This design comes from an exercise in tuning for small area on the open sky130 flow, not from production work. Function was checked by simulation only, so behaviour that the tests miss may differ from the original. Power and IR drop assume default switching activity.

P:
==> flow/design.v (excerpt) <==
module usart_fifo_core #(
    parameter N_CH  = 5,
    parameter C     = 16
) (
    input  wire              clk,
    input  wire              rst,
    input  wire              cmd_valid,
    output wire              cmd_ready,
    input  wire [15:0]       cmd_data,
    output reg               rsp_valid,
    output wire [15:0]       rsp_data,
    output wire [N_CH-1:0]   tx_start,
    output wire [8*N_CH-1:0] tx_data,
    input  wire [N_CH-1:0]   tx_done,
    input  wire [N_CH-1:0]   rx_valid,
    input  wire [8*N_CH-1:0] rx_byte,
    output reg  [N_CH-1:0]   rx_overrun,
    output reg               cmd_fault
);
For scale: about 0.055 mm^2 of cells after synthesis.
export LEC_CHECK = 0
export CAP_MARGIN = 20
export CORE_MARGIN = 2
export CORE_UTILIZATION = 50
export CTS_BUF_LIST = sky130_fd_sc_hd__clkbuf_16
export CTS_CLUSTER_DIAMETER = 100
export CTS_CLUSTER_SIZE = 28
export SLEW_MARGIN = 20
export SYNTH_HIERARCHICAL = 1
export SYNTH_MINIMUM_KEEP_SIZE = 0
create_clock -name core_clock -period 10.0 [get_ports {clk}]
standard.sh (not shown) runs the stock make flow with config.mk's settings and CLKGATE_MAP_FILE= SYNTH_SCRIPT=/design/flow/synth_recipe.tcl, a recipe that flattens the netlist after the stock synthesis.
==> flow/flow/run.sh <==
#!/bin/bash
# Own layout flow: the standard layout (standard.sh), with clock tree
# synthesis told not to add dummy loads, and ports buffered with
# the smallest buffer. Everything else is the standard flow.
set -euo pipefail
export CTS_ARGS="-sink_clustering_enable -repair_clock_nets -dont_use_dummy_load -sink_clustering_size 28 -sink_clustering_max_diameter 100 -buf_list sky130_fd_sc_hd__clkbuf_16"
export BUFFER_PORTS_ARGS="-buffer_cell sky130_fd_sc_hd__buf_1"
bash standard.sh > standard_make.log 2>&1
P did not stop at any stage, and its layout met the timing, design-rule and antenna checks.
Input-level comparison between Q and P:
==> flow/flow/run.sh <==
#!/bin/bash
# Own layout flow: the standard layout (standard.sh), with clock tree
# synthesis told not to add dummy loads. Everything else is the standard flow.
set -euo pipefail
export CTS_ARGS="-sink_clustering_enable -repair_clock_nets -dont_use_dummy_load -sink_clustering_size 28 -sink_clustering_max_diameter 100 -buf_list sky130_fd_sc_hd__clkbuf_16"
bash standard.sh > standard_make.log 2>&1
## What came out
- Q vs. P: number of iterations in the first detailed-routing pass moved up; area after synthesis level; number of nets at the end of the flow level; reg2reg setup slack level.
- Global routing met1 resource utilization ended up 1.6 points lower on Q than on P.
- Q and P ended up with roughly the same final instance count without filler cells.
- Worst endpoint data arrival time ended up 30 ps higher on Q than on P.
- Cmp Q vs P: final setup slack of the worst path lower in Q
Input-level comparison between R and Q:
- CTS_CLUSTER_SIZE now 18, was 28
- CTS_BUF_LIST now sky130_fd_sc_hd__clkbuf_8, was sky130_fd_sc_hd__clkbuf_16
- CTS_CLUSTER_DIAMETER now 60, was 100
==> flow/flow/run.sh <==
#!/bin/bash
# Own layout flow: the standard layout (standard.sh), with clock tree
# synthesis told not to add dummy loads. Everything else is the standard flow.
set -euo pipefail
export CTS_ARGS="-sink_clustering_enable -repair_clock_nets -dont_use_dummy_load -sink_clustering_size 18 -sink_clustering_max_diameter 60 -buf_list sky130_fd_sc_hd__clkbuf_8"
bash standard.sh > standard_make.log 2>&1
==> comparison <==
Routed length on met1 essentially unchanged between R and Q.
R ended with less total chip power than Q.
Re number of buffers and inverters on the critical path: no difference whatsoever between R and Q.
Changes in S relative to R:
- CTS_CLUSTER_SIZE now 28, was 18
- CTS_BUF_LIST now sky130_fd_sc_hd__clkbuf_16, was sky130_fd_sc_hd__clkbuf_8
- SLEW_MARGIN now 5, was 20
- CAP_MARGIN now 5, was 20
- CTS_CLUSTER_DIAMETER now 100, was 60
==> flow/flow/run.sh <==
#!/bin/bash
# Own layout flow: the standard layout (standard.sh), with clock tree
# synthesis told not to add dummy loads, and ports buffered with
# the smallest buffer. Everything else is the standard flow.
set -euo pipefail
export CTS_ARGS="-sink_clustering_enable -repair_clock_nets -dont_use_dummy_load -sink_clustering_size 28 -sink_clustering_max_diameter 100 -buf_list sky130_fd_sc_hd__clkbuf_16"
export BUFFER_PORTS_ARGS="-buffer_cell sky130_fd_sc_hd__buf_1"
bash standard.sh > standard_make.log 2>&1
## What came out
- Leakage power of the design delta (S − R): favourable
- Summary: with R as the reference, maximum frequency in S moved down by more than 10%.
- Between S and R, the difference in total power is negligible.
- Between S and R, the difference in wire length of the first global-routing pass is negligible.
- NOTE: final critical-path share of the clock period in S exceeds that of R
- S vs R — met2 layer wire length in the routed design dropped slightly
- Comparing S and R, the lower non-clock buffer share of cell area was measured on S.
- S -> R: combined area of the multi-input logic cells flat
- STATUS minimum setup slack in the final design: S loses against R

==> port drivers added, routing unchanged <==
How much do the figures lean on ideal ports? The routed layouts below were timed once more, with nothing changed but the port constraints.
Step 1 sets driving cells, clkbuf_16 on the clock port and buf_2 on the other inputs (assumed; they add their load-dependent delay and slew).
Step 2, shift: input delay + t, output delay - t, t = (earliest + latest rising clock arrival at the registers) / 2. This alone moves slack from input paths to output paths.
Slacks: ideal ports / drivers / drivers and shift; pairs: ideal ports / drivers.
run	shift t [ns]	slack for setup (ns)	latest minus earliest clock arrival (ns)	worst register clock-pin slew, ns
P	0.778	3.279 / 3.279 / 3.092	0.070 / 0.070	0.11 / 0.11
Q	0.759	3.265 / 3.265 / 2.842	0.112 / 0.112	0.11 / 0.11
R	0.843	3.209 / 3.209 / 2.781	0.103 / 0.103	0.11 / 0.11
S	0.764	2.371 / 2.371 / 2.371	0.085 / 0.085	0.11 / 0.11
After both steps setup and hold are still met in every run listed. The setup slack of R, which loses most, moves by 0.000 ns with the drivers and by -0.428 ns with both steps.
